From an optimization exercise on the open Yosys and OpenROAD flow, aimed at small area, a short achievable clock period and few clock cycles per item; shortcuts taken in it are not production practice.
Function not checked in this run: the RTL went through the layout flow alone.
Power is estimated from default activity; no workload was simulated.

[flow/run.sh]
#!/bin/bash
# synth_recipe.tcl (not shown) runs the flow's synth.tcl, then flattens the netlist and writes it again
# the make line also repeats each setting of config.mk as NAME=value (left out here)
make -C /OpenROAD-flow-scripts/flow DESIGN_CONFIG=/design/flow/config.mk WORK_HOME=/design/flow/orfs CLKGATE_MAP_FILE= SYNTH_SCRIPT=/design/flow/synth_recipe.tcl finish
[flow/design.v]
module ssrb_intensity (
    input  wire [7:0]  k,
    output reg  [30:0] thr
);
    always @(*) begin
        case (k)
            8'd1: thr = 31'h3d2b9a43;
            8'd2: thr = 31'h3d33871d;
            8'd3: thr = 31'h3d3bd1aa;
            8'd4: thr = 31'h3d447e3e;
            8'd5: thr = 31'h3d4d915f;
            8'd6: thr = 31'h3d570fcb;
            8'd7: thr = 31'h3d60fe75;
            8'd8: thr = 31'h3d6b628e;
            8'd9: thr = 31'h3d764180;
            8'd10: thr = 31'h3d80d07d;
            8'd11: thr = 31'h3d86c375;
            8'd12: thr = 31'h3d8cfcc2;
            8'd13: thr = 31'h3d937fa6;
            8'd14: thr = 31'h3d9a4f85;
            8'd15: thr = 31'h3da16fed;
            8'd16: thr = 31'h3da8e498;
            8'd17: thr = 31'h3db0b168;
            8'd18: thr = 31'h3db8da71;
            8'd19: thr = 31'h3dc163f4;
            8'd20: thr = 31'h3dca5267;
            8'd21: thr = 31'h3dd3aa72;
            8'd22: thr = 31'h3ddd70f6;
            8'd23: thr = 31'h3de7ab0e;
            8'd24: thr = 31'h3df25e0f;
            8'd25: thr = 31'h3dfd8f8f;
            8'd26: thr = 31'h3e04a2b3;
            8'd27: thr = 31'h3e0ac2d8;
            8'd28: thr = 31'h3e112b69;
            8'd29: thr = 31'h3e17dfbf;
            8'd30: thr = 31'h3e1ee359;
            8'd31: thr = 31'h3e2639e0;
            8'd32: thr = 31'h3e2de729;
            8'd33: thr = 31'h3e35ef35;
            8'd34: thr = 31'h3e3e5636;
            8'd35: thr = 31'h3e47208e;
            8'd36: thr = 31'h3e5052d4;
            8'd37: thr = 31'h3e59f1d4;
            8'd38: thr = 31'h3e640294;
            8'd39: thr = 31'h3e6e8a55;
            8'd40: thr = 31'h3e798e96;
            8'd41: thr = 31'h3e828a8c;
            8'd42: thr = 31'h3e8891ee;
            8'd43: thr = 31'h3e8ee097;
            8'd44: thr = 31'h3e9579d3;
            8'd45: thr = 31'h3e9c6112;
            8'd46: thr = 31'h3ea399f0;
            8'd47: thr = 31'h3eab2830;
            8'd48: thr = 31'h3eb30fc5;
            8'd49: thr = 31'h3ebb54cf;
            8'd50: thr = 31'h3ec3fb9f;
            8'd51: thr = 31'h3ecd08b8;
            8'd52: thr = 31'h3ed680d4;
            8'd53: thr = 31'h3ee068e4;
            8'd54: thr = 31'h3eeac614;
            8'd55: thr = 31'h3ef59dcd;
            8'd56: thr = 31'h3f007adc;
            8'd57: thr = 31'h3f0669df;
            8'd58: thr = 31'h3f0c9f09;
            8'd59: thr = 31'h3f131d99;
            8'd60: thr = 31'h3f19e8f0;
            8'd61: thr = 31'h3f21049c;
            8'd62: thr = 31'h3f287452;
            8'd63: thr = 31'h3f303bf3;
            8'd64: thr = 31'h3f385f8f;
            8'd65: thr = 31'h3f40e366;
            8'd66: thr = 31'h3f49cbe8;
            8'd67: thr = 31'h3f531dbd;
            8'd68: thr = 31'h3f5cddc2;
            8'd69: thr = 31'h3f67110d;
            8'd70: thr = 31'h3f71bcf1;
            8'd71: thr = 31'h3f7ce701;
            8'd72: thr = 31'h3f844a88;
            8'd73: thr = 31'h3f8a669a;
            8'd74: thr = 31'h3f90cae9;
            8'd75: thr = 31'h3f977ac9;
            8'd76: thr = 31'h3f9e79ba;
            8'd77: thr = 31'h3fa5cb60;
            8'd78: thr = 31'h3fad738e;
            8'd79: thr = 31'h3fb57644;
            8'd80: thr = 31'h3fbdd7af;
            8'd81: thr = 31'h3fc69c2f;
            8'd82: thr = 31'h3fcfc858;
            8'd83: thr = 31'h3fd960f3;
            8'd84: thr = 31'h3fe36b02;
            8'd85: thr = 31'h3fedebc3;
            8'd86: thr = 31'h3ff8e8b1;
            8'd87: thr = 31'h400233c4;
            8'd88: thr = 31'h40083725;
            8'd89: thr = 31'h400e819d;
            8'd90: thr = 31'h40151676;
            8'd91: thr = 31'h401bf91e;
            8'd92: thr = 31'h40232d2f;
            8'd93: thr = 31'h402ab669;
            8'd94: thr = 31'h403298bd;
            8'd95: thr = 31'h403ad848;
            8'd96: thr = 31'h40437957;
            8'd97: thr = 31'h404c806c;
            8'd98: thr = 31'h4055f23c;
            8'd99: thr = 31'h405fd3b7;
            8'd100: thr = 31'h406a2a03;
            8'd101: thr = 31'h4074fa86;
            8'd102: thr = 31'h40802573;
            8'd103: thr = 31'h40861085;
            8'd104: thr = 31'h408c418f;
            8'd105: thr = 31'h4092bbcd;
            8'd106: thr = 31'h409982a0;
            8'd107: thr = 31'h40a09992;
            8'd108: thr = 31'h40a80456;
            8'd109: thr = 31'h40afc6cc;
            8'd110: thr = 31'h40b7e4ff;
            8'd111: thr = 31'h40c0632c;
            8'd112: thr = 31'h40c945c3;
            8'd113: thr = 31'h40d29166;
            8'd114: thr = 31'h40dc4aef;
            8'd115: thr = 31'h40e67773;
            8'd116: thr = 31'h40f11c3f;
            8'd117: thr = 31'h40fc3ee2;
            8'd118: thr = 31'h4103f296;
            8'd119: thr = 31'h410a0a99;
            8'd120: thr = 31'h41106aa8;
            8'd121: thr = 31'h41171617;
            8'd122: thr = 31'h411e1061;
            8'd123: thr = 31'h41255d29;
            8'd124: thr = 31'h412d0041;
            8'd125: thr = 31'h4134fda3;
            8'd126: thr = 31'h413d597c;
            8'd127: thr = 31'h41461828;
            8'd128: thr = 31'h414f3e38;
            8'd129: thr = 31'h4158d072;
            8'd130: thr = 31'h4162d3d4;
            8'd131: thr = 31'h416d4d9a;
            8'd132: thr = 31'h4178433a;
            8'd133: thr = 31'h4181dd37;
            8'd134: thr = 31'h4187dc98;
            8'd135: thr = 31'h418e22e1;
            8'd136: thr = 31'h4194b35a;
            8'd137: thr = 31'h419b916f;
            8'd138: thr = 31'h41a2c0b5;
            8'd139: thr = 31'h41aa44ee;
            8'd140: thr = 31'h41b22204;
            8'd141: thr = 31'h41ba5c13;
            8'd142: thr = 31'h41c2f765;
            8'd143: thr = 31'h41cbf87a;
            8'd144: thr = 31'h41d56403;
            8'd145: thr = 31'h41df3eec;
            8'd146: thr = 31'h41e98e59;
            8'd147: thr = 31'h41f457ac;
            8'd148: thr = 31'h41ffa086;
            8'd149: thr = 31'h4205b766;
            8'd150: thr = 31'h420be452;
            8'd151: thr = 31'h42125a42;
            8'd152: thr = 31'h42191c94;
            8'd153: thr = 31'h42202ed0;
            8'd154: thr = 31'h422794a6;
            8'd155: thr = 31'h422f51f2;
            8'd156: thr = 31'h42376ac0;
            8'd157: thr = 31'h423fe348;
            8'd158: thr = 31'h4248bff7;
            8'd159: thr = 31'h4252056c;
            8'd160: thr = 31'h425bb87e;
            8'd161: thr = 31'h4265de3e;
            8'd162: thr = 31'h42707bf7;
            8'd163: thr = 31'h427b9734;
            8'd164: thr = 31'h42839ae0;
            8'd165: thr = 31'h4289aed6;
            8'd166: thr = 31'h42900aa8;
            8'd167: thr = 31'h4296b1a7;
            8'd168: thr = 31'h429da74e;
            8'd169: thr = 31'h42a4ef3c;
            8'd170: thr = 31'h42ac8d40;
            8'd171: thr = 31'h42b48552;
            8'd172: thr = 31'h42bcdb9d;
            8'd173: thr = 31'h42c59479;
            8'd174: thr = 31'h42ceb473;
            8'd175: thr = 31'h42d84051;
            8'd176: thr = 31'h42e23d0b;
            8'd177: thr = 31'h42ecafda;
            8'd178: thr = 31'h42f79e32;
            8'd179: thr = 31'h430186e3;
            8'd180: thr = 31'h43078247;
            8'd181: thr = 31'h430dc465;
            8'd182: thr = 31'h43145081;
            8'd183: thr = 31'h431b2a05;
            8'd184: thr = 31'h43225485;
            8'd185: thr = 31'h4329d3be;
            8'd186: thr = 31'h4331ab9a;
            8'd187: thr = 31'h4339e031;
            8'd188: thr = 31'h434275cb;
            8'd189: thr = 31'h434b70e3;
            8'd190: thr = 31'h4354d629;
            8'd191: thr = 31'h435eaa85;
            8'd192: thr = 31'h4368f317;
            8'd193: thr = 31'h4373b53f;
            8'd194: thr = 31'h437ef698;
            8'd195: thr = 31'h43855e82;
            8'd196: thr = 31'h438b8754;
            8'd197: thr = 31'h4391f8f8;
            8'd198: thr = 31'h4398b6cc;
            8'd199: thr = 31'h439fc454;
            8'd200: thr = 31'h43a7253f;
            8'd201: thr = 31'h43aedd67;
            8'd202: thr = 31'h43b6f0d2;
            8'd203: thr = 31'h43bf63b9;
            8'd204: thr = 31'h43c83a84;
            8'd205: thr = 31'h43d179cf;
            8'd206: thr = 31'h43db266f;
            8'd207: thr = 31'h43e54570;
            8'd208: thr = 31'h43efdc1a;
            8'd209: thr = 31'h43faeff4;
            8'd210: thr = 31'h44034364;
            8'd211: thr = 31'h4409534f;
            8'd212: thr = 31'h440faae7;
            8'd213: thr = 31'h44164d7b;
            8'd214: thr = 31'h441d3e80;
            8'd215: thr = 31'h44248198;
            8'd216: thr = 31'h442c1a8b;
            8'd217: thr = 31'h44340d52;
            8'd218: thr = 31'h443c5e11;
            8'd219: thr = 31'h44451121;
            8'd220: thr = 31'h444e2b0b;
            8'd221: thr = 31'h4457b08f;
            8'd222: thr = 31'h4461a6a7;
            8'd223: thr = 31'h446c1284;
            8'd224: thr = 31'h4476f997;
            8'd225: thr = 31'h448130c8;
            8'd226: thr = 31'h44872833;
            8'd227: thr = 31'h448d6627;
            8'd228: thr = 31'h4493ede9;
            8'd229: thr = 31'h449ac2df;
            8'd230: thr = 31'h44a1e89c;
            8'd231: thr = 31'h44a962d9;
            8'd232: thr = 31'h44b1357e;
            8'd233: thr = 31'h44b964a1;
            8'd234: thr = 31'h44c1f486;
            8'd235: thr = 31'h44cae9a6;
            8'd236: thr = 31'h44d448ad;
            8'd237: thr = 31'h44de1680;
            8'd238: thr = 31'h44e8583d;
            8'd239: thr = 31'h44f3133d;
            8'd240: thr = 31'h44fe4d1b;
            8'd241: thr = 31'h450505da;
            8'd242: thr = 31'h450b2a93;
            8'd243: thr = 31'h451197ef;
            8'd244: thr = 31'h45185147;
            8'd245: thr = 31'h451f5a1f;
            8'd246: thr = 31'h4526b623;
            8'd247: thr = 31'h452e6929;
            8'd248: thr = 31'h45367736;
            8'd249: thr = 31'h453ee47f;
            8'd250: thr = 31'h4547b569;
            8'd251: thr = 31'h4550ee8f;
            8'd252: thr = 31'h455a94c0;
            8'd253: thr = 31'h4564ad07;
            8'd254: thr = 31'h456f3ca7;
            8'd255: thr = 31'h457a4924;
            default: thr = 31'h00000000;
        endcase
    end
endmodule
module ssrb_raster (
    input  wire        clk,
    input  wire        rst,         
    input  wire        sp_valid,
    output wire        sp_ready,
    input  wire [31:0] sp_data,
    output reg         done,
    input  wire [3:0]  rd_col,
    input  wire [2:0]  rd_row,
    output wire [23:0] rd_pix
);
    localparam W   = 16;
    localparam H   = 8;
    localparam NB  = 2049;
    localparam [7:0] HUE = 8'h96;
    assign sp_ready = 1'b1;
    wire take = sp_valid;
    reg  [11:0] bin_cnt;            
    wire        last = (bin_cnt == NB - 1);
    reg         hit;                
    always @(*) begin
        case (bin_cnt)
            12'd0, 12'd53, 12'd114, 12'd183,
            12'd265, 12'd364, 12'd495, 12'd696: hit = 1'b1;
            default: hit = 1'b0;
        endcase
    end
    reg  [31:0] m;                  
    reg  [2:0]  row;                
    reg  [2:0]  nrow;               
    reg         busy;               
    reg         srch;               
    reg  [7:0]  t;                  
    reg  [3:0]  off;                
    reg  [W-1:0] vld;               
    wire [30:0] thr;
    ssrb_intensity u_thr (.k(t), .thr(thr));
    wire        ge  = (m[30:0] >= thr);
    wire [7:0]  low = t & (~t + 8'd1);           
    wire [7:0]  tn  = (ge ? t : (t & ~low)) | (low >> 1);
    wire        bad = m[31] || (m[30:23] == 8'hff && m[22:0] != 23'd0);
    wire [7:0]  qv  = bad ? 8'd0 : t;
    wire        ins = busy && !srch && (off == W - 1);
    always @(posedge clk) begin
        if (rst) begin
            bin_cnt <= 12'd0;
            done    <= 1'b0;
            nrow    <= 3'd0;
            busy    <= 1'b0;
            srch    <= 1'b0;
            off     <= 4'd0;
            vld     <= {W{1'b0}};
        end else begin
            done <= 1'b0;
            off  <= off + 4'd1;
            if (take) begin
                if (last) begin
                    bin_cnt <= 12'd0;
                    off     <= off + 4'd2;
                    vld     <= {1'b1, vld[W-1:1]};
                    done    <= 1'b1;
                end else begin
                    bin_cnt <= bin_cnt + 12'd1;
                end
                if (hit) begin
                    nrow <= nrow + 3'd1;
                    busy <= 1'b1;
                    srch <= 1'b1;
                end
            end
            if (srch && low[0])
                srch <= 1'b0;
            if (ins)
                busy <= 1'b0;
        end
    end
    always @(posedge clk) begin
        if (take && hit) begin
            m   <= sp_data;
            row <= nrow;
            t   <= 8'h80;
        end else if (srch) begin
            t   <= tn;
        end
    end
    reg  [8*W*H-1:0] ring;          
    integer r;
    always @(posedge clk) begin
        for (r = 0; r < H; r = r + 1)
            ring[8*W*r +: 8*W] <= {ring[8*W*r +: 8*(W-1)],
                                   (ins && row == r) ? qv : ring[8*W*r + 8*(W-1) +: 8]};
    end
    wire [3:0]  pos  = rd_col + off;
    wire [8*W-1:0] rsel = ring[8*W*rd_row +: 8*W];
    wire [7:0]  rq = vld[rd_col] ? rsel[8*pos +: 8] : 8'd0;
    reg  [7:0]  rd_q, rd_s;
    always @(posedge clk) begin
        rd_q <= rq;
        rd_s <= ~rq;
    end
    assign rd_pix = {HUE, rd_s, rd_q};
endmodule
[flow/constraint.sdc]
create_clock -name core_clock -period 15.0 [get_ports {clk}]
set_input_delay 3.0000 -clock core_clock [delete_from_list [all_inputs] [get_ports {clk}]]
set_output_delay 3.0000 -clock core_clock [all_outputs]
set_load 0.01 [all_outputs]
[flow/config.mk]
export PLATFORM = sky130hd
export DESIGN_NAME = ssrb_raster
export DESIGN_NICKNAME = ssrb_raster
export VERILOG_FILES = /design/flow/design.v
export SDC_FILE = /design/flow/constraint.sdc
export NUM_CORES = 8
export LEC_CHECK = 0
export CAP_MARGIN = 20
export CORE_MARGIN = 2
export CORE_UTILIZATION = 45
export SLEW_MARGIN = 20
export SYNTH_MEMORY_MAX_BITS = 16384
==> results.toml <==
[synth]
syn_inst = 3337
synth_seq_cells = 1150
ys.flop_type = "dfxtp_1"
yosysUniqueCellTypes = 117
syn_avg_cell_area_um2 = 12.7
synth_edf_count = 35
async_flop_share = 0
ys_seq_area_frac = 0.551
syn_area_um2 = 42400
synth-warning-count = 2

[placement]
post-dp-hpwl_um = 113000
io_buffers = 58
gp_congestion = 1.09

[layout]
drive_gt1_frac = 0.233
final_common_cell = "dfxtp_1"
final_nets = 3452
fill_cells = 7972
post-route-util = 0.514
synthToLayoutAreaGrowth_pct = 13.2
final_cell_mix = "1115 x dfxtp_1, 341 x mux4_2, 196 x nand2_1"

[clock_tree]
cts_tree = "built"
root_buffer = "clkbuf_16"
numCtsBuffers = 107
cts.clk_slew.worst_paths_ps = 70
clock_latency_ps = 720
ctsHoldBuffers = 0
clk_path_buf_depth = 3
cts_resized = 0
clock_sinks = 1150
htreeDepth = 3
cts_setup_buffers = 0

[timing]
setup_violations = 0
slew_headroom = 0.166
slew_violations = 0
timing.final.crit_period_ps = 8560
rsz0062_at_grt = "false"
hold_viol = 0
finalCritPeriodShare = 0.571
fin_tns_setup_ps = 0
fin_skew_ps = 39.2
max_freq_ghz = 0.117
worst_pin_slew_ps = 1240

[grt]
grt_max_degree = 112
antenna_found_initial = 17
grt_pass1_vias = 31500
grt_overflow_total = 0
grt.total_usage = 0.345
grt_pass1_wl_um = 239000

[floorplan]
fp.dieW_um = 311
core.rowCount = 112
dieArea_um2 = 96800
coreArea_um2 = 93500
fp.dieH_um = 311
io_pins = 68
start_util = 0.454

[detailed_routing]
detail_route.iter0.violations = 3905
drc = 0
dr_wl_met3_um = 17600
wl_um = 169000
num_vias = 31000
maxUsedRoutingLayer = "met5"
via_per_inst = 6.59
ant_nets = 0
wl_met1_um = 69200
drt-wirelength-per-cell_um = 36.0
first_pass_iters = 8
wl_met2_um = 71700

[power]
total_leakage_power_nw = 17.7
power_mw = 6.80
p_per_area_nw_per_um2 = 142
vdd_drop_max_v = 0.000118

[setup_path]
path_class = "input pin to flip-flop"
crit_path_start_kind = "input pin"
r2r_cells = 17
critical_path_required_ps = 15560
cp.arrival_ps = 9120
endpoint_kind = "flip-flop"
crit_fanout = 16

[min_path]
min_path_cells = 0
hold_path_class = "flip-flop to flip-flop"

[flow_run]
max_cap_viol_count = 0

[status]
status = "no timing/DRC/antenna violations"
cells in the mapped netlist, types with 9 or more instances:
cell type	count	area share
nor2_1	147	0.013
ha_1	57	0.017
o221ai_1	18	0.0037
edfxtp_1	35	0.025
a311oi_1	15	0.0031
buf_4	23	0.0041
o21ai_0	140	0.017
mux2_2	66	0.018
inv_1	60	0.0053
buf_1	37	0.0033
a2111oi_0	9	0.0019
a32oi_1	10	0.0021
a22oi_1	17	0.0030
xnor2_1	14	0.0029
a21oi_1	198	0.023
o22ai_1	34	0.0050
clkbuf_1	122	0.011
nand2_1	198	0.018
o21ai_1	18	0.0021
buf_6	10	0.0027
o31ai_1	15	0.0027
nand4_1	33	0.0049
buf_2	76	0.0090
nand3_1	59	0.0070
a31oi_1	39	0.0057
a221oi_1	17	0.0035
dfxtp_1	1115	0.53
nor3_1	45	0.0053
a21o_1	13	0.0023
o32ai_1	11	0.0023
o211ai_1	38	0.0067
mux4_2	341	0.18
o311ai_0	11	0.0023
a211oi_1	39	0.0069
nor4_1	25	0.0037
cells by family after synthesis:
group | share of synthesized area
multiplexers | 0.200
buffers and inverters | 0.0363
other | 0.000177
AND/OR/NAND/NOR | 0.0697
XOR/XNOR | 0.00519
AO/OA/AOI/OAI | 0.121
flip-flops | 0.551
adder cells (fa/ha/maj) | 0.0173
final cells by class:
| cell class | count | area [µm²] | share of cell area |
|---|---|---|---|
| antenna | 9 | 22.5 | 0.000469 |
| inverter | 68 | 260 | 0.00542 |
| multi-input combinational | 1856 | 17800 | 0.370 |
| clock buffer | 160 | 3100 | 0.0645 |
| clock inverter | 36 | 474 | 0.00987 |
| timing repair buffer | 169 | 1480 | 0.0307 |
| tap | 1254 | 1570 | 0.0327 |
| sequential | 1150 | 23400 | 0.486 |
per-layer routing:
metal | global-route usage | vias up
li1 | - | 12700
met1 | 0.457 | 15800
met2 | 0.501 | 1956
met3 | 0.111 | 607
met4 | 0.193 | 16
met5 | 0 | -
registers in the layout, indices dropped and copies added (netlist names):
signal	flops
ring	1024
bin_cnt	12
busy	1
rd_s	8
off	4
t	8
m	32
thr	29
vld	16
done	1
srch	1
nrow	3
rd_q	8
row	3
worst max-delay path, cell delays in order:
cell,delay (ps)
clkdlybuf4s50_1,540
nor2b_1,220
nand2b_1,220
nor2_1,120
a21oi_2,280
buf_4,210
nand2_1,450
ha_1,680
inv_1,500
nand2_2,620
nand2_1,790
nor2_1,120
o311a_1,400
a211oi_1,730
o32ai_1,200
per-stage QoR:
stage	setup WS (ps)	cells	area [µm²]	hold WS, ps
floorplan	8320	3344	42500	326
global placement	6130	4494	44400	328
detailed placement	6230	4495	44400	331
CTS	6970	4691	48000	318
global route	6610	4693	48000	332
finish	6440	4702	48100	322
final timing paths:
check | startpoint | to | slack, ps
setup / recovery | sp_valid | thr[17]$_DFF_P_ | 6440
hold / removal | ring[862]$_DFF_P_ | ring[870]$_DFF_P_ | 320
setup reg to reg | thr[10]$_DFF_P_ | thr[17]$_DFF_P_ | 6800
hold reg to reg | ring[862]$_DFF_P_ | ring[870]$_DFF_P_ | 320
where the power goes:
| part | switching (mW) | internal (mW) | leakage [nW] |
|---|---|---|---|
| registers | 0.0622 | 3.12 | 9.32 |
| logic | 0.632 | 0.272 | 6.64 |
| clock network | 1.16 | 1.56 | 1.75 |
| total | 1.86 | 4.95 | 17.7 |

-- static timing again, ports no longer ideal --
How much do the figures lean on ideal ports? The routed layout below was timed once more, with nothing changed but the port constraints.
Step 1 sets driving cells, clkbuf_16 on the clock port and buf_2 on the other inputs (assumed; they add their load-dependent delay and slew).
Step 2 moves the port delays by t, midway between the first and last clock arrival at a register: inputs arrive t later, outputs are due t later. That takes back most of the time a late clock gives input paths.
Three values: ideal, step 1, step 2; two values: the first two.
t (ns): 0.765
setup slack, ns: 6.441 / 6.481 / 5.716
clock arrival spread, ns: 0.039 / 0.040
After both steps this run still meets setup and hold. The setup slack of this run moves by +0.040 ns with the drivers and by -0.725 ns with both steps.
